Background: an optimization exercise with open tools, aiming at small area. Do not read the settings as production practice.
Only simulation tests tie the RTL to the original design; equivalence was not proved.
No activity file was given, so power comes from the tool's default toggle rates.

===== design/flow/config.mk =====
export PLATFORM = sky130hd
export DESIGN_NAME = m95m02_seq
export DESIGN_NICKNAME = m95m02_seq
export VERILOG_FILES = /design/flow/design.v
export SDC_FILE = /design/flow/constraint.sdc
export NUM_CORES = 4
export LEC_CHECK = 0
export ABC_AREA = 1
export CAP_MARGIN = 20
export CORE_MARGIN = 2
export CORE_UTILIZATION = 55
export SLEW_MARGIN = 20

===== design/flow/standard.sh =====
#!/bin/bash
# synth_recipe.tcl (not shown) runs the flow's synth.tcl, then flattens the netlist and writes it again
# the make line also repeats each setting of config.mk as NAME=value (left out here)
make -C /OpenROAD-flow-scripts/flow DESIGN_CONFIG=/design/flow/config.mk WORK_HOME=/design/flow/orfs CLKGATE_MAP_FILE= SYNTH_SCRIPT=/design/flow/synth_recipe.tcl "${@:-finish}"

===== design/flow/constraint.sdc =====
create_clock -name core_clock -period 8.0 [get_ports {clk}]
set_input_delay 1.6000 -clock core_clock [delete_from_list [all_inputs] [get_ports {clk}]]
set_output_delay 1.6000 -clock core_clock [all_outputs]
set_load 0.01 [all_outputs]

===== design/flow/flow/run.sh =====
#!/bin/bash
# Own layout flow: the standard flow with these changes.
#  1. Synthesis is the standard flow's synthesis script with a stronger area-oriented ABC
#     script (flow/area.abc) for the combinational logic; registers, their
#     names and cell types are as in the standard synthesis.
#  2. Ports are buffered with the smallest buffer (buf_1) instead of the
#     default clkdlybuf4s50_1.
#  3. Clock tree built from smaller clock buffers, without dummy loads.
#  4. Synthesis leaves adders to ABC (no ADDER_MAP_FILE half/full-adder cells).
# Each tool's full output goes to a log file in this folder.
set -euo pipefail
W=$PWD
F=$W/flow

sed "s#^source \$::env(SCRIPTS_DIR)/synth_preamble.tcl#&\nset abc_args [lreplace \$abc_args 1 1 $F/area.abc]#" \
    "$FLOW_HOME/scripts/synth.tcl" > "$W/own_synth_core.tcl"
grep -q "$F/area.abc" "$W/own_synth_core.tcl"
sed "s#\$::env(SCRIPTS_DIR)/synth.tcl#$W/own_synth_core.tcl#" "$W/synth_recipe.tcl" > "$W/own_synth.tcl"
grep -q own_synth_core "$W/own_synth.tcl"

bash standard.sh SYNTH_SCRIPT="$W/own_synth.tcl" ADDER_MAP_FILE= synth > "$W/synth.log" 2>&1
bash standard.sh \
    "BUFFER_PORTS_ARGS=-buffer_cell sky130_fd_sc_hd__buf_1" \
    "CTS_ARGS=-sink_clustering_enable -repair_clock_nets -dont_use_dummy_load -buf_list sky130_fd_sc_hd__clkbuf_4 -root_buf sky130_fd_sc_hd__clkbuf_8" \
    finish > "$W/layout.log" 2>&1
test -s "$W/out/final.def"

===== design/flow/flow/area.abc =====
&get -n
&st
&deepsyn -T 60
&dch -f
&nf -p -R 1000
&put

===== design/flow/design.v =====
module m95m02_decode (
    input  wire [3:0] op,
    output wire [7:0] wop,       
    output wire       has_addr,  
    output wire       src_ldata, 
    output wire       src_buf,   
    output wire       src_lock,  
    output wire       snk_rdata, 
    output wire       snk_buf    
);
    wire [3:0] o = op;
    assign wop[7]   = o[3] & ~o[2];
    assign wop[6:3] = 4'd0;
    assign wop[2]   = (~o[3] & o[2] & (o[1] | o[0])) | (o[3] & o[2] & ~o[1] & ~o[0]);
    assign wop[1]   = ~o[2] | (o[1] & o[0] & ~o[3]) | (~o[1] & ~o[0] & ~o[3]);
    assign wop[0]   = (~o[3] & ((~o[2] & o[1] & o[0]) | (o[2] & ~o[1] & ~o[0]) | (o[2] & ~o[1] & o[0]) | (o[2] & o[1] & ~o[0])))
                    | (o[3] & ~o[2] & ~o[0]) | (o[3] & o[2] & ~o[1] & o[0]);
    assign has_addr  = (op >= 4'h1 && op <= 4'h4) || (op >= 4'h8 && op <= 4'hB);
    assign src_ldata = (op == 4'h1) || (op == 4'hD);
    assign src_buf   = (op == 4'h2) || (op == 4'h9);
    assign src_lock  = (op == 4'hB);
    assign snk_rdata = (op == 4'h3) || (op == 4'h5) || (op == 4'h6) || (op == 4'hA);
    assign snk_buf   = (op == 4'h4) || (op == 4'h8) || (op == 4'hA);
endmodule
module m95m02_seq (
    input  wire        clk,
    input  wire        rst,           
    input  wire        cmd_valid,
    output wire        cmd_ready,
    input  wire [3:0]  cmd_op,
    input  wire [31:0] cmd_addr,
    input  wire [31:0] cmd_len,
    input  wire [7:0]  cmd_data,
    output reg         rsp_valid,
    output wire [31:0] rsp_count,
    output wire [7:0]  rsp_data,
    output wire        rsp_flag,
    output wire [2:0]  rsp_err,
    output wire [31:0] buf_idx,
    output wire        buf_we,
    output wire [7:0]  buf_wdata,
    input  wire [7:0]  buf_rdata,
    output wire        t_init,
    output wire        t_req,
    output reg  [7:0]  t_out,
    input  wire        t_ack,
    input  wire [7:0]  t_in,
    input  wire        t_fail,
    output wire        frame_active,
    input  wire [2:0]  reg_addr,
    output reg  [31:0] reg_rdata
);
    localparam PH_IDLE  = 3'd0;
    localparam PH_TINIT = 3'd1;
    localparam PH_OPC   = 3'd2;
    localparam PH_AHI   = 3'd3;
    localparam PH_AMID  = 3'd4;
    localparam PH_ALO   = 3'd5;
    localparam PH_DATA  = 3'd6;
    reg [2:0]  phase;
    reg [31:0] idx;
    reg [3:0]  l_op;
    reg [17:0] faddr;
    reg [31:0] l_len;
    reg [7:0]  l_data;
    reg [7:0]  r_data;
    reg [1:0]  r_ecode;    
    wire c_illegal = &cmd_op[3:1];
    wire c_main    = (cmd_op >= 4'h1) && (cmd_op <= 4'h4);
    wire c_id      = (cmd_op == 4'h8) || (cmd_op == 4'h9);
    wire c_lock    = (cmd_op == 4'hA) || (cmd_op == 4'hB);
    wire c_buflen  = (cmd_op == 4'h2) || (cmd_op == 4'h4) || c_id;
    wire c_zero    = (cmd_op == 4'h0) || (cmd_op == 4'h7) || (cmd_op == 4'hC);
    wire c_pagew   = (cmd_op == 4'h2) || (cmd_op == 4'h9);
    wire a_hi_nz  = |cmd_addr[31:18];
    wire a_mid_nz = |cmd_addr[17:8];
    wire c_range  = (c_main && a_hi_nz) || (c_id && (a_hi_nz || a_mid_nz));
    wire [9:0] c_psum = {2'b00, cmd_addr[7:0]} + {1'b0, cmd_len[8:0]};
    wire c_page = c_pagew && ((|cmd_len[31:9]) || c_psum[9] ||
                              (c_psum[8] && (|c_psum[7:0])));
    wire c_ok = !c_illegal && !c_range && !c_page;
    wire [31:0] c_nlen = c_buflen ? cmd_len : {31'd0, !c_zero};
    wire [17:0] c_faddr = c_main ? cmd_addr[17:0] :
                          c_id   ? {10'd0, cmd_addr[7:0]} :
                          c_lock ? 18'h00400 : 18'd0;
    wire idle  = (phase == PH_IDLE);
    assign cmd_ready = idle;
    wire issue = cmd_valid && idle;
    wire [7:0] l_wop;
    wire l_has_addr, l_src_ldata, l_src_buf, l_src_lock, l_snk_rdata, l_snk_buf;
    m95m02_decode u_dec (
        .op(l_op), .wop(l_wop), .has_addr(l_has_addr),
        .src_ldata(l_src_ldata), .src_buf(l_src_buf), .src_lock(l_src_lock),
        .snk_rdata(l_snk_rdata), .snk_buf(l_snk_buf)
    );
    wire in_tinit = (phase == PH_TINIT);
    wire in_data  = (phase == PH_DATA);
    wire in_frame = phase[2] | phase[1];    
    assign frame_active = in_frame;
    assign t_req  = in_frame;
    assign t_init = in_tinit;
    wire x_ok   = in_frame && t_ack && !t_fail;
    wire x_fail = in_frame && t_ack && t_fail;
    wire [31:0] idx_p = idx + {31'd0, in_data};
    wire        at_end = (idx_p == l_len);
    always @(*) begin
        case (phase)
            PH_OPC:  t_out = l_wop;
            PH_AHI:  t_out = {6'd0, faddr[17:16]};
            PH_AMID: t_out = faddr[15:8];
            PH_ALO:  t_out = faddr[7:0];
            default: t_out = l_src_buf   ? buf_rdata :
                             l_src_ldata ? l_data :
                             {6'd0, l_src_lock, 1'b0};
        endcase
    end
    assign buf_idx   = idx;
    assign buf_wdata = t_in;
    assign buf_we    = in_data && x_ok && l_snk_buf;
    reg [2:0] ph_step;
    always @(*) begin
        case (phase)
            PH_OPC:  ph_step = l_has_addr ? PH_AHI : (at_end ? PH_IDLE : PH_DATA);
            PH_AHI:  ph_step = PH_AMID;
            PH_AMID: ph_step = PH_ALO;
            default: ph_step = at_end ? PH_IDLE : PH_DATA;    
        endcase
    end
    always @(posedge clk) begin
        if (rst) begin
            phase     <= PH_IDLE;
            idx       <= 32'd0;
            l_op      <= 4'd0;
            faddr     <= 18'd0;
            l_len     <= 32'd0;
            l_data    <= 8'd0;
            r_data    <= 8'd0;
            r_ecode   <= 2'd0;
            rsp_valid <= 1'b0;
        end else begin
            rsp_valid <= 1'b0;
            if (issue) begin
                r_ecode <= {c_page && !c_range, c_range};
                r_data  <= 8'd0;
                idx     <= 32'd0;
                l_op    <= cmd_op;
                if (!c_ok) begin
                    rsp_valid <= 1'b1;
                end else begin
                    faddr  <= c_faddr;
                    l_len  <= c_nlen;
                    l_data <= cmd_data;
                    phase  <= (cmd_op == 4'h0) ? PH_TINIT : PH_OPC;
                end
            end
            if (in_tinit && t_ack) begin
                phase     <= PH_IDLE;
                rsp_valid <= 1'b1;
            end
            if (x_fail) begin
                r_ecode   <= 2'd3;
                phase     <= PH_IDLE;
                rsp_valid <= 1'b1;
            end
            if (x_ok) begin
                phase <= ph_step;
                if (ph_step == PH_IDLE)
                    rsp_valid <= 1'b1;
                if (in_data) begin
                    idx <= idx_p;
                    if (l_snk_rdata)
                        r_data <= t_in;
                end
            end
        end
    end
    wire illegal_l = &l_op[3:1];
    wire [2:0] err = {illegal_l, r_ecode};
    wire flag = (l_op == 4'h6) && r_data[0];
    assign rsp_count = idx;
    assign rsp_data  = r_data;
    assign rsp_flag  = flag;
    assign rsp_err   = err;
    always @(*) begin
        case (reg_addr)
            3'd0: reg_rdata = {25'd0, phase, in_frame, flag, |err, !idle};
            3'd1: reg_rdata = {29'd0, err};
            3'd2: reg_rdata = idx;
            3'd3: reg_rdata = {24'd0, r_data};
            3'd4: reg_rdata = {28'd0, l_op};
            3'd5: reg_rdata = {14'd0, faddr};
            3'd6: reg_rdata = l_len;
            default: reg_rdata = {24'd0, l_data};
        endcase
    end
endmodule

==> impl_metrics.json, run 1 <==
{
  "fin_nets": 972,
  "drc_errors": 0,
  "layout_common_cells": "buf_1, dfxtp_1, a22o_1, nand2_1, o21ai_0",
  "cts_root_buf": "clkbuf_8",
  "worst_pin_slew_ns": 1.07,
  "hold_viol": 0,
  "cp.required_ns": 8.27,
  "cts_resized": 0,
  "dpl_worst_slack_ns": 1.97,
  "ys_async_sr_fraction": 0,
  "ys_types": 50,
  "powerDensity_nw_per_um2": 166,
  "vias": 6305,
  "critPathLaunchType": "register",
  "yosysSeqAreaShare": 0.374,
  "die_y_um": 107,
  "grt_pass1_vias": 5763,
  "holdWs_ns": 0.494,
  "yosys_register_bits": 108,
  "cts_sinks": 108,
  "slew_headroom": 0.286,
  "ant_nets": 0,
  "final.fill_count": 933,
  "worst_slack_ns": 1.80,
  "hold_class": "reg2reg",
  "overflow": 0,
  "clk_path_buf_depth": 2,
  "setup_viol": 0,
  "finalWirelength_um": 19500,
  "rsz0062_at_grt": "no",
  "status": "complete, no violations",
  "gp_congestion": 1.01,
  "firstDrtPassIters": 8,
  "tns_ns": 0,
  "path_class": "reg2reg",
  "die_area_um2": 11400,
  "finalWorstPathRequiredPeriod_ns": 6.20,
  "cp-end-kind": "register",
  "vias_per_cell": 6.27,
  "multi_input_area_um2": 3260,
  "period_share": 0.775,
  "synth_area_per_cell_um2": 8.69,
  "wl_per_cell_um": 19.4,
  "dpl.hpwl_um": 14700,
  "cts_htree_levels": 3,
  "drt_iter0_drc": 569,
  "syn_to_final_growth_pct": 15.7,
  "drive_gt1_frac": 0.0218,
  "seqCellArea_um2": 2160,
  "skew_ns": 0.0187,
  "yosysWarnings": 1,
  "die-width_um": 107,
  "dominantRegCellSynth": "dfxtp_1",
  "cts_setup_buffers": 0,
  "max_freq_ghz": 0.161,
  "power.leakage_nw": 2.34,
  "grt_pass1_wl_um": 30300,
  "p_total_w": 0.00111,
  "synth_area_um2": 5780,
  "grt_use_total": 0.340,
  "diodes": 0,
  "io_buffers": 229,
  "grt_max_degree": 54,
  "cp.arrival_ns": 6.47,
  "cts_hold_buffers": 0,
  "clkTransAtPathRegs_ns": 0.09,
  "cts_buffers": 9,
  "synthCells": 666,
  "critical_path.max_fanout": 12,
  "post-route-util": 0.651,
  "irDropWorstVdd_mv": 0.108,
  "maxCapViolCount": 0,
  "synth-edff-count": 0,
  "rows": 37,
  "slew_violations": 0,
  "num_io_pins": 230,
  "antenna_found_initial": 0,
  "cts_tree": "built",
  "start_util": 0.563,
  "core_um2": 10300,
  "layout_commonest_cell": "buf_1",
  "clk_latency_ns": 0.39
}
[per-stage QoR]
stage | std cells | area, um^2
floorplan | 666 | 5780
global placement | 997 | 6570
detailed placement | 997 | 6570
CTS | 1006 | 6700
global route | 1006 | 6700
finish | 1006 | 6700
[critical path: stages (launching register included)]
cell      delay [ns]
dfxtp_1         0.43
and3b_1         0.42
nand4_1         0.18
nand2b_1        0.26
nor2_1          0.31
and4_1          0.36
nand4_1         0.16
nor2b_1         0.33
and3_1          0.34
and4_1          0.29
and3_1          0.23
and2_0          0.26
nand3_1         0.18
nor2b_1         0.33
nand4_1         0.20
nor2b_1         0.31
and3_1          0.28
or2_0           0.17
xor2_1          0.16
nand3_1         0.10
a211oi_1        0.30
nand2b_1        0.15
a21oi_1         0.07
a21oi_1         0.15
o21ai_0         0.09
[final timing paths]
check	to	cells after the start	start	slack [ns]
setup / recovery	phase[1]	24	phase[0]	1.80
hold / removal	faddr[10]	2	faddr[10]	0.49
setup reg to reg	phase[1]	24	phase[0]	1.80
hold reg to reg	faddr[10]	2	faddr[10]	0.49
[cells in the mapped netlist, types with 5 or more instances]
library cell    n  area (um^2)
dfxtp_1       108         2160
a22o_1         83          727
nand2_1        75          282
o21ai_0        48          240
buf_4          42          315
nor2_1         37          139
a21oi_1        27          135
a222oi_1       24          240
nor2b_1        18          113
xor2_1         18          158
clkinv_1       17         63.8
xnor2_1        17          149
nand2b_1       15         93.8
nand3_1        15         75.1
nor3_1         12         60.1
nor4_1          9         56.3
a221oi_1        8         70.1
or2_0           8         50.1
a22oi_1         7         52.6
a32oi_1         6         52.6
and2_0          6         37.5
and3_1          6         37.5
nand4_1         6         37.5
a31oi_1         5         31.3
[sequential cells by signal, summed over array words and instances, names as in the netlist]
signal     cells
l_data         8
l_len         32
idx           32
faddr         18
phase          3
r_data         8
r_ecode        2
rsp_valid      1
l_op           4
[cells by family after synthesis]
kind of cell | count (synthesis) | synth area share
buffers and inverters | 59 | 0.0655
AOI/OAI and AO/OA | 237 | 0.310
adders and majority gates | 1 | 0.00173
xor gates and xnor gates | 35 | 0.0530
DFF | 108 | 0.374
and+or+nand+nor | 225 | 0.194
muxes | 1 | 0.00195
[area by class of cell]
cell class | count | area share
Sequential cell | 108 | 0.323
Clock buffer | 9 | 0.0185
Tap cell | 136 | 0.0254
Timing Repair Buffer | 237 | 0.137
Inverter | 17 | 0.00953
Multi-Input combinational cell | 499 | 0.486
[where the power goes]
| part | internal, W | switching (W) |
|---|---|---|
| combinational | 0.0000889 | 0.000153 |
| clock | 0.000101 | 0.000170 |
| sequential | 0.000560 | 0.0000359 |
[per-layer routing]
metal / wire length, um / global-route usage / vias to the layer above
met5: 0 / 0 / -
met2: 9380 / 0.573 / 374
met4: 694 / 0.145 / 0
li1: - / - / 2943
met1: 7550 / 0.421 / 2938
met3: 1880 / 0.0717 / 50
==> inputs of run 2 (changes only) <==
--- a/design/flow/flow/run.sh
+++ b/design/flow/flow/run.sh
@@ -9,2 +9,4 @@
 #  4. Synthesis leaves adders to ABC (no ADDER_MAP_FILE half/full-adder cells).
+#  5. Synthesis buffers are removed at floorplan (placement is not timing
+#     driven, so global placement does not remove them).
 # Each tool's full output goes to a log file in this folder.
@@ -22,2 +24,3 @@
 bash standard.sh \
+    REMOVE_ABC_BUFFERS=1 \
     "BUFFER_PORTS_ARGS=-buffer_cell sky130_fd_sc_hd__buf_1" \
--- a/design/flow/config.mk
+++ b/design/flow/config.mk
@@ -10,3 +10,4 @@
 export CORE_MARGIN = 2
-export CORE_UTILIZATION = 55
+export CORE_UTILIZATION = 40
+export GPL_TIMING_DRIVEN = 0
 export SLEW_MARGIN = 20
==> run 2 against run 1 <==
Effect of this change: still clean on timing, DRC and antenna; synthesized cell count did not move; core utilization fell by 17 points; first-iteration DRC count rose by 38%; combinational power rose by 4%; synthesized area did not move; via count barely moved; critical endpoint unchanged.
==> impl_metrics.json, run 2 <==
{
  "yosys.area_share.xor_xnor": 0.0530,
  "synth.area.top_cells": "dfxtp_1, a22o_1, buf_4, nand2_1, a222oi_1",
  "yosys_register_bits": 108,
  "holdWs_ns": 0.518,
  "firstDrtPassIters": 8,
  "slew_violations": 0,
  "vias_per_cell": 6.03,
  "grt_max_degree": 36,
  "cts_setup_buffers": 0,
  "yosysTopAreaCell": "dfxtp_1",
  "rsz0062_at_grt": "no",
  "synthMuxAreaShare": 0.00195,
  "gp_congestion": 0.910,
  "num_io_pins": 230,
  "setup_viol": 0,
  "drive_gt1_frac": 0.0254,
  "synth_common_cells": "dfxtp_1, a22o_1, nand2_1, o21ai_0, buf_4",
  "cts_tree": "built",
  "worst_pin_slew_ns": 0.906,
  "ant_nets": 0,
  "slowest_stage": "and3b_1",
  "clkPwrFrac": 0.243,
  "grt_pass1_wl_um": 31700,
  "p_seq_frac": 0.532,
  "maxCapViolCount": 0,
  "yosysSeqAreaShare": 0.374,
  "highest_layer": "met4",
  "die_y_um": 124,
  "io_buffers": 229,
  "layout_commonest_cell": "buf_1",
  "biggestRegsByFlops": "idx x32, l_len x32, faddr x18",
  "min_path_cells": 2,
  "cp.required_ns": 8.24,
  "critical_path.max_fanout": 12,
  "power_switching_w": 0.000367,
  "cts_resized": 0,
  "grt_pass1_vias": 5661,
  "rrSetupSlack_ns": 1.27,
  "finalWirelength_um": 20700,
  "cts_hold_buffers": 0,
  "ys_async_sr_fraction": 0,
  "irDropWorstVdd_mv": 0.0856,
  "period_share": 0.841,
  "synthCells": 666,
  "r2r_start": "phase[0]",
  "clk_path_buf_depth": 2,
  "finalWorstPathRequiredPeriod_ns": 6.73,
  "cts_buffers": 9,
  "power.leakage_nw": 2.33,
  "hold_viol": 0,
  "diodes": 0,
  "skew_ns": 0.0139,
  "cp-end-kind": "register",
  "ff2ff_path_depth": 24,
  "syn_to_final_growth_pct": 16.8,
  "crit_path_cell_trace": "and3b_1 > nand4_1 > nand2b_1 > nor2_1 > and4_1 > nand4_1 > nor2b_1 > and3_1 > and4_1 > and3_1 > and2_0 > nand3_1 > nor2b_1 > nand4_1 > nor2b_1 > and3_1 > or2_0 > xor2_1 > nand3_1 > a211oi_1 > nand2b_1 > a21oi_1 > a21oi_1 > o21ai_0",
  "dr_wl_met2_um": 9580,
  "cts_htree_levels": 3,
  "fin_nets": 968,
  "cts_sinks": 108,
  "die-width_um": 124,
  "powerDensity_nw_per_um2": 165,
  "critPathLaunchType": "register",
  "slew_headroom": 0.391,
  "core_um2": 14000,
  "synth_area_um2": 5780,
  "vias": 6308,
  "overflow": 0,
  "hold_start": "faddr[10]",
  "synth_area_per_cell_um2": 8.69,
  "drc_errors": 0,
  "ys_types": 50,
  "synth-edff-count": 0,
  "hold_class": "reg2reg",
  "wl_met1_um": 8800,
  "yosysMostFrequentCell": "dfxtp_1",
  "synth-simple-area-share": 0.194,
  "timing.critical_path.slowest_cell_delay_ns": 0.54,
  "grt_use_total": 0.256,
  "clk_latency_ns": 0.37,
  "min_to": "faddr[10]",
  "max_freq_ghz": 0.149,
  "start_util": 0.414,
  "synth_top_area_frac": 0.374,
  "status": "complete, no violations",
  "synth_fa_ha_area_frac": 0.00173,
  "r2r_end": "phase[1]",
  "antenna_found_initial": 0,
  "clkTransAtPathRegs_ns": 0.08,
  "synth_compound_area_frac": 0.310,
  "dominantRegCellSynth": "dfxtp_1",
  "cp.arrival_ns": 6.97,
  "layout_common_cells": "buf_1, dfxtp_1, a22o_1, nand2_1, o21ai_0",
  "dpl.hpwl_um": 15900,
  "routed-wl-met3_um": 1870,
  "rows": 43,
  "p_total_w": 0.00112,
  "cts_root_buf": "clkbuf_8",
  "pwr-share-comb": 0.224,
  "internal-power_w": 0.000751,
  "wl_per_cell_um": 19.8,
  "drt_iter0_drc": 783,
  "yosysWarnings": 1,
  "path_class": "reg2reg",
  "synth_top_family_by_area": "compound AO/OA/AOI/OAI gates",
  "switching_share": 0.328,
  "die_area_um2": 15400
}
[run 2: changes by cell type in the layout (fill, tap and decap cells not counted), sizes merged]
cell  delta
buf      -4
[run 2: per-layer routing]
| metal | vias up | global-route usage |
|---|---|---|
| met5 | - | 0 |
| met4 | 0 | 0.0793 |
| met3 | 34 | 0.0614 |
| met2 | 348 | 0.416 |
| met1 | 2992 | 0.337 |
| li1 | 2934 | - |
[run 2: worst max-delay path by stage]
stage,depth (start not counted),slack (ns),end,from
2_1_floorplan,13,2.44,faddr[0],cmd_addr[0]
3_3_place_gp,14,-0.03,l_len[0],cmd_len[0]
3_5_place_dp,24,1.36,phase[1],phase[0]
4_1_cts,24,1.34,phase[1],phase[0]
5_1_grt,24,0.67,phase[1],phase[0]
6_report,24,1.27,phase[1],phase[0]
[run 2: critical path: cells and delay by family (launching register included)]
| kind | cells | cell delay, ns |
|---|---|---|
| flip-flops | 1 | 0.46 |
| AO/OA/AOI/OAI | 4 | 0.83 |
| XOR/XNOR | 1 | 0.17 |
| AND/OR/NAND/NOR | 19 | 5.16 |
[run 2: kinds of logic after synthesis]
kind of cell / count (synthesis)
AO/OA/AOI/OAI: 237
AND/OR/NAND/NOR: 225
flip-flops: 108
buffers and inverters: 59
XOR/XNOR: 35
multiplexers: 1
adder cells (fa/ha/maj): 1
[run 2: power groups by stage]
| stage | Sequential, W | Combinational (W) | Clock [W] |
|---|---|---|---|
| 2_1_floorplan | 0.000594 | 0.000142 | 0 |
| 3_3_place_gp | 0.000606 | 0.000240 | 0 |
| 3_5_place_dp | 0.000606 | 0.000247 | 0 |
| 4_1_cts | 0.000593 | 0.000248 | 0.000282 |
| 5_1_grt | 0.000598 | 0.000274 | 0.000300 |
| 6_report | 0.000595 | 0.000251 | 0.000272 |
[run 2: metrics by stage]
step                instances  instance area (um^2)  worst slack (ns)  TNS [ns]   util
floorplan                 624                  5470              2.44         0      -
global placement         1033                  6550           -0.0343    -0.560  0.469
detailed placement       1037                  6630              1.36         0  0.474
CTS                      1046                  6750              1.34         0  0.483
global route             1046                  6760             0.668         0  0.483
finish                   1046                  6760              1.27         0  0.483
[run 2: area by class of cell]
| cell class | count | area (um^2) |
|---|---|---|
| clock buffers | 9 | 124 |
| fillers | 1409 | 7230 |
| inverters | 17 | 63.8 |
| multi-input cells | 499 | 3280 |
| flip-flops and latches | 108 | 2160 |
| well taps | 180 | 225 |
| repair buffers | 233 | 906 |
==> inputs of run 3 (changes only) <==
--- a/design/flow/design.v
+++ b/design/flow/design.v
@@ -103,4 +103,11 @@
     wire x_fail = in_frame && t_ack && t_fail;
-    wire [31:0] idx_p = idx + {31'd0, in_data};
-    wire        at_end = (idx_p == l_len);
+    wire [32:0] icy;
+    wire [31:0] idx_p;
+    assign icy[0] = in_data;
+    genvar gi;
+    generate for (gi = 0; gi < 32; gi = gi + 1) begin : g_inc
+        assign idx_p[gi]  = idx[gi] ^ icy[gi];
+        assign icy[gi+1] = idx[gi] & icy[gi];
+    end endgenerate
+    wire        at_end = ~|(idx_p ^ l_len);
     always @(*) begin
--- a/design/flow/flow/run.sh
+++ b/design/flow/flow/run.sh
@@ -9,4 +9,2 @@
 #  4. Synthesis leaves adders to ABC (no ADDER_MAP_FILE half/full-adder cells).
-#  5. Synthesis buffers are removed at floorplan (placement is not timing
-#     driven, so global placement does not remove them).
 # Each tool's full output goes to a log file in this folder.
@@ -24,3 +22,2 @@
 bash standard.sh \
-    REMOVE_ABC_BUFFERS=1 \
     "BUFFER_PORTS_ARGS=-buffer_cell sky130_fd_sc_hd__buf_1" \
==> design/flow/flow/area.abc (replaced) <==
&get -n
&st
&deepsyn -T 60 -S 1 -t
&dch -f
&nf -p -R 1000
&put
--- a/design/flow/config.mk
+++ b/design/flow/config.mk
@@ -11,3 +11,2 @@
 export CORE_UTILIZATION = 40
-export GPL_TIMING_DRIVEN = 0
 export SLEW_MARGIN = 20
==> run 3 against run 2 <==
Effect of this change: still clean on timing, DRC and antenna; die area down 1.7%; synthesized cell count down 4.1%; flip-flop and latch count unchanged; clock skew up 0.031 ns; critical endpoint is now rsp_valid; highest routed layer unchanged.
==> impl_metrics.json, run 3 <==
{
  "min_to": "r_data[3]",
  "cts_htree_levels": 3,
  "cts_root_buf": "clkbuf_8",
  "rrSetupSlack_ns": 1.25,
  "core_um2": 13900,
  "cts_tree": "built",
  "yosysSeqAreaShare": 0.381,
  "vias": 6093,
  "clk_latency_ns": 0.41,
  "synth.area.top_cells": "dfxtp_1, a22o_1, buf_4, nand2_1, a222oi_1",
  "cts_setup_buffers": 0,
  "syn_to_final_growth_pct": 17.2,
  "slew_violations": 0,
  "cts_sinks": 108,
  "skew_ns": 0.0450,
  "yosysMostFrequentCell": "dfxtp_1",
  "synth_top_area_frac": 0.381,
  "finalWorstPathRequiredPeriod_ns": 6.75,
  "ys_async_sr_fraction": 0,
  "start_util": 0.409,
  "rows": 43,
  "path_class": "reg2reg",
  "synth_fa_ha_area_frac": 0,
  "max_freq_ghz": 0.148,
  "powerDensity_nw_per_um2": 165,
  "die_area_um2": 15200,
  "hold_start": "r_data[3]",
  "cts_resized": 0,
  "setup_viol": 0,
  "r2r_end": "rsp_valid",
  "biggestRegsByFlops": "idx x32, l_len x32, faddr x18",
  "synth_top_family_by_area": "compound AO/OA/AOI/OAI gates",
  "dpl.hpwl_um": 14800,
  "status": "complete, no violations",
  "cp.required_ns": 8.26,
  "finalWirelength_um": 19600,
  "drc_errors": 0,
  "layout_common_cells": "buf_1, dfxtp_1, a22o_1, nand2_1, o21ai_0",
  "critPathLaunchType": "register",
  "power.leakage_nw": 2.37,
  "period_share": 0.844,
  "layout_commonest_cell": "buf_1",
  "critical_path.max_fanout": 11,
  "grt_max_degree": 59,
  "hold_viol": 0,
  "wl_per_cell_um": 19.1,
  "firstDrtPassIters": 7,
  "yosys.area_share.xor_xnor": 0.0894,
  "antenna_found_initial": 0,
  "tns_ns": 0,
  "yosysTopAreaCell": "dfxtp_1",
  "drive_gt1_frac": 0.0249,
  "ff2ff_path_depth": 26,
  "cts_buffers": 9,
  "yosys_register_bits": 108,
  "vias_per_cell": 5.96,
  "clk_path_buf_depth": 2,
  "grt_pass1_vias": 5379,
  "holdWs_ns": 0.515,
  "gp_congestion": 0.906,
  "synth_common_cells": "dfxtp_1, a22o_1, nand2_1, o21ai_0, buf_4",
  "grt_pass1_wl_um": 28900,
  "synth_compound_area_frac": 0.293,
  "ant_nets": 0,
  "grt_use_total": 0.249,
  "diodes": 0,
  "synth_area_per_cell_um2": 8.89,
  "ys_types": 43,
  "worst_pin_slew_ns": 1.07,
  "maxCapViolCount": 0,
  "die-width_um": 123,
  "num_io_pins": 230,
  "synthMuxAreaShare": 0,
  "yosysWarnings": 1,
  "drt_iter0_drc": 539,
  "clkTransAtPathRegs_ns": 0.10,
  "synth-simple-area-share": 0.172,
  "overflow": 0,
  "synthCells": 639,
  "synth_area_um2": 5680,
  "cp-end-kind": "register",
  "die_y_um": 123,
  "r2r_start": "phase[2]",
  "cp.arrival_ns": 7.02,
  "rsz0062_at_grt": "no",
  "io_buffers": 229,
  "dominantRegCellSynth": "dfxtp_1",
  "cts_hold_buffers": 0,
  "min_path_cells": 1,
  "synth-edff-count": 0,
  "slew_headroom": 0.278,
  "hold_class": "reg2reg",
  "fin_nets": 945,
  "irDropWorstVdd_mv": 0.0722
}
## run 3: kinds of logic (layout without fill, tap and decap cells)
| family | Yosys count | count (layout) |
|---|---|---|
| AOI/OAI and AO/OA | 214 | 214 |
| xor gates and xnor gates | 58 | 58 |
| buffers and inverters | 56 | 260 |
| DFF | 108 | 108 |
| and+or+nand+nor | 203 | 203 |
## run 3: how the worst max path moves through the flow
stage | startpoint | slack [ns] | endpoint | cells after the start
finish | phase[2] | 1.25 | rsp_valid | 26
global route | phase[2] | 0.41 | rsp_valid | 26
global placement | phase[2] | 1.59 | rsp_valid | 26
detailed placement | phase[2] | 1.43 | rsp_valid | 26
CTS | phase[2] | 1.37 | rsp_valid | 26
floorplan | cmd_addr[2] | 2.04 | faddr[0] | 15
## run 3: area by class of cell
type	count	area, um^2
Tap cell	180	225
Fill cell	1431	7220
Clock buffer	9	124
Multi-Input combinational cell	475	3180
Inverter	14	52.6
Timing Repair Buffer	237	920
Sequential cell	108	2160
## run 3: through the flow
step                      worst slack, ns  utilization  power, W  area [um^2]  cells
after detailed placement             1.43        0.470  0.000825         6530   1014
final                                1.25        0.480   0.00110         6660   1023
after floorplan                      2.04            -  0.000723         5680    639
after global routing                0.413        0.480   0.00114         6660   1023
after CTS                            1.37        0.479   0.00110         6650   1023
after global placement               1.59        0.470  0.000823         6530   1014
## run 3: critical path, stage by stage (launching register included)
cell and delay (ns):
dfxtp_1 0.55, and3b_1 0.29, and2_0 0.39, nand4_1 0.21
nor2b_1 0.26, nand3_1 0.18, nor2b_1 0.25, nand3_1 0.18
nor2b_1 0.25, nand3_1 0.18, nor2b_1 0.25, nand3_1 0.18
nor2b_1 0.29, nand3_1 0.19, nor2b_1 0.26, nand3_1 0.17
nor2b_1 0.24, nand3_1 0.16, nor2b_1 0.25, nand3_1 0.17
nor2b_1 0.28, nand3_1 0.17, xor2_1 0.24, xnor2_1 0.10
nor4_1 0.42, o21ai_0 0.21, o21ai_0 0.27
## run 3: per-layer routing
metal | vias up | GRT usage | wire length [um]
met5 | - | 0 | 0
met4 | 0 | 0.114 | 569
met3 | 43 | 0.0424 | 1790
met2 | 316 | 0.377 | 8740
met1 | 2897 | 0.345 | 8480
li1 | 2837 | - | -
## run 3: power breakdown
group	switching (W)	internal, W	total, W	leakage (nW)
combinational	0.000149	0.0000798	0.000229	1.43
sequential	0.0000310	0.000558	0.000589	0.873
clock	0.000180	0.000102	0.000281	0.0647
total	0.000360	0.000739	0.00110	2.37
==> inputs of run 4 (changes only) <==
==> design/flow/flow/area.abc (replaced) <==
&get -n
&st
&deepsyn -T 60 -S 1
&dch -f
&nf -p -R 1000
&put
==> run 4 against run 3 <==
Effect of this change: via count is 0.90% lower; worst hold slack better by 0.0056 ns; core utilization up 0.24 points; largest cell class unchanged; die area is 0.38% higher; combinational power is 13% lower; still clean; setup slack improved by 0.24 ns; non-clock buffer count increased by 1; synthesized area is 0.40% higher; maximum frequency grew 3.6%; clock-buffer cell count did not move; critical path type unchanged; sequential power is 2% lower; first-iteration DRC count increased by 19%.
==> impl_metrics.json, run 4 <==
{
  "rows": 43,
  "wl_per_cell_um": 19.7,
  "critical_path.max_fanout": 8,
  "cp-end-kind": "register",
  "synth.area.top_cells": "dfxtp_1, a22o_1, buf_4, nand2_1, o21ai_0",
  "yosysSeqAreaShare": 0.379,
  "dpl_worst_slack_ns": 1.60,
  "crit_buf_inv": 0,
  "die_area_um2": 15200,
  "irDropWorstVdd_mv": 0.0704,
  "cp.arrival_ns": 6.82,
  "layout_commonest_cell": "buf_1",
  "num_io_pins": 230,
  "critPathTopFamily": "simple AND/OR/NAND/NOR gates",
  "die_y_um": 123,
  "drt_iter0_drc": 644,
  "synth_top_area_frac": 0.379,
  "yosysTopAreaCell": "dfxtp_1",
  "synth_common_cells": "dfxtp_1, a22o_1, nand2_1, o21ai_0, buf_4",
  "clkPwrFrac": 0.258,
  "clkTransAtPathRegs_ns": 0.09,
  "clk_path_buf_depth": 2,
  "slowest_stage": "dfxtp_1",
  "finalWirelength_um": 20200,
  "biggestRegsByFlops": "idx x32, l_len x32, faddr x18",
  "power_switching_w": 0.000324,
  "cts_htree_levels": 3,
  "synth-edff-count": 0,
  "cts_root_buf": "clkbuf_8",
  "max_freq_ghz": 0.153,
  "cp.required_ns": 8.30,
  "overflow": 0,
  "tns_ns": 0,
  "ant_nets": 0,
  "antenna_found_initial": 0,
  "yosysMostFrequentCell": "dfxtp_1",
  "ys_types": 44,
  "switching_share": 0.308,
  "synth_fa_ha_area_frac": 0.00175,
  "period_share": 0.815,
  "vias": 6038,
  "syn_to_final_growth_pct": 17.3,
  "final.fill_count": 1418,
  "cts_sinks": 108,
  "yosysWarnings": 1,
  "ys_async_sr_fraction": 0,
  "gp_congestion": 0.918,
  "drc_errors": 0,
  "synth-simple-area-share": 0.172,
  "hold_viol": 0,
  "yosys_register_bits": 108,
  "synth_compound_area_frac": 0.295,
  "path_class": "reg2reg",
  "fin_nets": 949,
  "cts_buffers": 9,
  "slew_violations": 0,
  "grt_use_total": 0.259,
  "synth_area_per_cell_um2": 8.89,
  "setup_viol": 0,
  "diodes": 0,
  "skew_ns": 0.0249,
  "rsz0062_at_grt": "no",
  "slew_headroom": 0.390,
  "p_seq_frac": 0.552,
  "cts_tree": "built",
  "vias_per_cell": 5.88,
  "status": "complete, no violations",
  "worst_slack_ns": 1.48,
  "worst_pin_slew_ns": 0.908,
  "hold_class": "reg2reg",
  "synthCells": 642,
  "layout_common_cells": "buf_1, dfxtp_1, a22o_1, nand2_1, o21ai_0",
  "dpl.hpwl_um": 15500,
  "power.leakage_nw": 2.36,
  "grt_pass1_wl_um": 29800,
  "synth_top_family_by_area": "compound AO/OA/AOI/OAI gates",
  "synth_area_um2": 5700,
  "synthMuxAreaShare": 0,
  "finalWorstPathRequiredPeriod_ns": 6.52,
  "core_um2": 13900,
  "grt_max_degree": 47,
  "grt_pass1_vias": 5507,
  "dominantRegCellSynth": "dfxtp_1",
  "start_util": 0.411,
  "clk_latency_ns": 0.39,
  "firstDrtPassIters": 6,
  "timing.critical_path.slowest_cell_delay_ns": 0.50,
  "internal-power_w": 0.000727,
  "powerDensity_nw_per_um2": 157,
  "drive_gt1_frac": 0.0260,
  "holdWs_ns": 0.521,
  "die-width_um": 123,
  "cts_setup_buffers": 0,
  "p_total_w": 0.00105,
  "cts_resized": 0,
  "pwr-share-comb": 0.190,
  "io_buffers": 229,
  "cts_hold_buffers": 0,
  "yosys.area_share.xor_xnor": 0.0875,
  "maxCapViolCount": 0,
  "post-route-util": 0.482,
  "critPathLaunchType": "register"
}
## run 4: cell types whose count changed after synthesis, sizes merged, moves of 4 or more
cell   change
nand2      -4
o21ai      +7
nor2b      +5
a31oi      -4
nor3       -5
nor4       -4
## run 4: routing by layer
layer | part of all wire | wire (um) | vias up | track usage
met5 | 0 | 0 | - | 0
met1 | 0.43 | 8610 | 2868 | 0.336
met4 | 0.028 | 570 | 0 | 0.107
li1 | - | - | 2834 | -
met3 | 0.070 | 1410 | 35 | 0.0314
met2 | 0.48 | 9620 | 301 | 0.433
## run 4: path summary, 6_finish.rpt
check        startpoint         to  slack [ns]  cells after the start
max            phase[1]  rsp_valid        1.48                     28
min           l_data[6]  l_data[6]        0.52                      1
max reg2reg    phase[1]  rsp_valid        1.48                     28
min reg2reg   l_data[6]  l_data[6]        0.52                      1
## run 4: cells by family after synthesis
kind of cell | Yosys count
buffers and inverters | 56
adder cells (fa/ha/maj) | 1
XOR/XNOR | 57
AND/OR/NAND/NOR | 200
AO/OA/AOI/OAI | 220
flip-flops | 108
## run 4: metrics by stage
| step | instance area, um^2 | cells |
|---|---|---|
| after global routing | 6690 | 1027 |
| after CTS | 6680 | 1027 |
| after global placement | 6560 | 1018 |
| final | 6690 | 1027 |
| after detailed placement | 6560 | 1018 |
| after floorplan | 5700 | 642 |
## run 4: final cells by class
class / instances / area (um^2) / share of cell area
multi-input combinational: 478 / 3200 / 0.478
tap: 180 / 225 / 0.0337
inverter: 14 / 52.6 / 0.00785
clock buffer: 9 / 124 / 0.0185
sequential: 108 / 2160 / 0.323
timing repair buffer: 238 / 927 / 0.139
## run 4: power groups by stage
stage               Sequential, W  Clock, W  Combinational [W]
global route             0.000583  0.000298           0.000218
CTS                      0.000579  0.000279           0.000198
detailed placement       0.000592         0           0.000197
global placement         0.000591         0           0.000195
finish                   0.000580  0.000271           0.000200
floorplan                0.000583         0           0.000117
==> inputs of run 5 (changes only) <==
--- a/design/flow/config.mk
+++ b/design/flow/config.mk
@@ -8,5 +8,5 @@
 export ABC_AREA = 1
-export CAP_MARGIN = 20
+export CAP_MARGIN = 0
 export CORE_MARGIN = 2
 export CORE_UTILIZATION = 40
-export SLEW_MARGIN = 20
+export SLEW_MARGIN = 0
==> run 5 against run 4 <==
Effect of this change: total power hardly changed; via count down 0.58%; core utilization fell by 0.072 points; first-iteration DRC count decreased by 5.4%; final area down 0.15%; synthesized cell count unchanged; clock-buffer cell count stayed put; die area stayed put; global-route usage did not move; critical path depth unchanged; critical endpoint unchanged; largest power group unchanged.
==> impl_metrics.json, run 5 <==
{
  "path_class": "reg2reg",
  "rsz0062_at_grt": "no",
  "power.leakage_nw": 2.36,
  "period_share": 0.812,
  "post-route-util": 0.481,
  "io_buffers": 229,
  "cts_resized": 0,
  "cp.required_ns": 8.31,
  "core_um2": 13900,
  "cts_buffers": 9,
  "layout_common_cells": "buf_1, dfxtp_1, a22o_1, nand2_1, o21ai_0",
  "synth_area_um2": 5700,
  "synth-edff-count": 0,
  "cts_sinks": 108,
  "setup_viol": 0,
  "worst_slack_ns": 1.50,
  "yosys_register_bits": 108,
  "wl_per_cell_um": 19.7,
  "cts_tree": "built",
  "cp-end-kind": "register",
  "vias_per_cell": 5.85,
  "grt_max_degree": 47,
  "clk_latency_ns": 0.39,
  "cp.arrival_ns": 6.80,
  "vias": 6003,
  "tns_ns": 0,
  "worst_pin_slew_ns": 1.13,
  "fin_nets": 949,
  "yosys.area_share.xor_xnor": 0.0875,
  "overflow": 0,
  "drt_iter0_drc": 609,
  "synth_common_cells": "dfxtp_1, a22o_1, nand2_1, o21ai_0, buf_4",
  "syn_to_final_growth_pct": 17.2,
  "slew_violations": 0,
  "synth_top_family_by_area": "compound AO/OA/AOI/OAI gates",
  "internal-power_w": 0.000727,
  "synth.area.top_cells": "dfxtp_1, a22o_1, buf_4, nand2_1, o21ai_0",
  "clkPwrFrac": 0.258,
  "firstDrtPassIters": 9,
  "synth_area_per_cell_um2": 8.89,
  "cts_hold_buffers": 0,
  "grt_use_total": 0.259,
  "finalWorstPathRequiredPeriod_ns": 6.50,
  "grt_pass1_wl_um": 29800,
  "synth_top_area_frac": 0.379,
  "ant_nets": 0,
  "skew_ns": 0.0232,
  "cts_htree_levels": 3,
  "slowest_stage": "dfxtp_1",
  "multi_input_area_um2": 3190,
  "yosysSeqAreaShare": 0.379,
  "critPathLaunchType": "register",
  "slew_headroom": 0.243,
  "power_switching_w": 0.000324,
  "rows": 43,
  "critical_path.max_fanout": 8,
  "ys_types": 44,
  "synthCells": 642,
  "timing.critical_path.slowest_cell_delay_ns": 0.49,
  "p_seq_frac": 0.552,
  "die-width_um": 123,
  "cts_root_buf": "clkbuf_8",
  "dpl_worst_slack_ns": 1.60,
  "final_cell_count_no_fill": 1027,
  "biggestRegsByFlops": "idx x32, l_len x32, faddr x18",
  "synth_compound_area_frac": 0.295,
  "dominantRegCellSynth": "dfxtp_1",
  "cts_setup_buffers": 0,
  "layout_commonest_cell": "buf_1",
  "final.fill_count": 1418,
  "finalWirelength_um": 20200,
  "dpl.hpwl_um": 15500,
  "clkTransAtPathRegs_ns": 0.09,
  "gp_congestion": 0.918,
  "clk_path_buf_depth": 2,
  "maxCapViolCount": 0,
  "ys_async_sr_fraction": 0,
  "grt_pass1_vias": 5507,
  "yosysTopAreaCell": "dfxtp_1",
  "yosysMostFrequentCell": "dfxtp_1",
  "max_freq_ghz": 0.154,
  "post-place-cells": 1018,
  "synthMuxAreaShare": 0,
  "start_util": 0.411,
  "antenna_found_initial": 0,
  "die_y_um": 123,
  "synth-simple-area-share": 0.172,
  "pwr-share-comb": 0.190,
  "drive_gt1_frac": 0.0236,
  "irDropWorstVdd_mv": 0.0704,
  "status": "complete, no violations",
  "switching_share": 0.308,
  "yosysWarnings": 1,
  "seqCellArea_um2": 2160,
  "powerDensity_nw_per_um2": 157,
  "die_area_um2": 15200,
  "diodes": 0,
  "num_io_pins": 230,
  "synth_fa_ha_area_frac": 0.00175,
  "drc_errors": 0,
  "hold_viol": 0,
  "hold_class": "reg2reg"
}
==> run 5: power by group through the flow <==
stage	Clock, W	Sequential, W	Combinational, W
2_1_floorplan	0	0.000583	0.000117
3_3_place_gp	0	0.000591	0.000195
3_5_place_dp	0	0.000592	0.000197
4_1_cts	0.000279	0.000579	0.000198
5_1_grt	0.000298	0.000583	0.000218
6_report	0.000271	0.000580	0.000200
==> run 5: path summary, 6_finish.rpt <==
path              from  cells past startpoint  slack (ns)   endpoint
max           phase[1]                     28        1.50  rsp_valid
min          l_data[6]                      1        0.52  l_data[6]
max reg2reg   phase[1]                     28        1.50  rsp_valid
min reg2reg  l_data[6]                      1        0.52  l_data[6]
==> run 5: kinds of logic (layout without fill, tap and decap cells) <==
kind of cell,after synthesis,after routing
buf+inv,56,261
compound gates,220,220
fa+ha+maj,1,1
simple gates,200,200
xor+xnor,57,57
flops,108,108
==> run 5: area by class of cell <==
class / count / area share
clock buffers: 9 / 0.0185
repair buffers: 238 / 0.139
multi-input cells: 478 / 0.478
inverters: 14 / 0.00786
flip-flops and latches: 108 / 0.324
well taps: 180 / 0.0337
==> run 5: layer usage <==
layer  track usage  wire length, um  vias to the layer above
met5             0                0                        -
met4         0.107              552                        0
met3        0.0314             1260                       36
met2         0.433             9640                      283
met1         0.336             8760                     2849
li1              -                -                     2835
==> run 5: metrics by stage <==
stage / cell area (um^2) / hold slack, ns / power, W
floorplan: 5700 / 0.461 / 0.000700
global placement: 6560 / 0.490 / 0.000786
detailed placement: 6560 / 0.495 / 0.000789
CTS: 6680 / 0.518 / 0.00106
global route: 6680 / 0.544 / 0.00110
finish: 6680 / 0.519 / 0.00105
==> run 5: worst max-delay path: cells and delay by family (launching register included) <==
family,cells,cell delay [ns]
simple gates,25,5.42
compound gates,1,0.17
flops,1,0.49
xor+xnor,2,0.33

==> separate check: timing with driven ports <==
In the flow no input, the clock included, has a driving cell. The finished layouts below were timed again as built, in two steps.
Step 1 assumes that a clkbuf_16 drives the clock port and a buf_2 every other input.
Step 2 times the ports against the registers' clock, not the clock port: input delays grow and output delays shrink by t, the midpoint of the rising clock arrivals with the driver on.
a / b / c = no drivers / after step 1 / after step 2; a / b = the first two.
run | t (ns) | setup slack, ns | hold WS [ns] | latest minus earliest clock arrival (ns)
run 1 | 0.418 | 1.800 / 1.800 / 1.800 | 0.494 / 0.494 / 0.494 | 0.023 / 0.023
run 2 | 0.399 | 1.269 / 1.269 / 1.269 | 0.518 / 0.518 / 0.518 | 0.015 / 0.014
run 3 | 0.425 | 1.246 / 1.246 / 1.246 | 0.515 / 0.515 / 0.515 | 0.045 / 0.046
run 4 | 0.414 | 1.482 / 1.482 / 1.482 | 0.520 / 0.520 / 0.520 | 0.026 / 0.026
run 5 | 0.415 | 1.503 / 1.503 / 1.503 | 0.519 / 0.519 / 0.519 | 0.025 / 0.024
After both steps setup and hold are still met in every run listed.
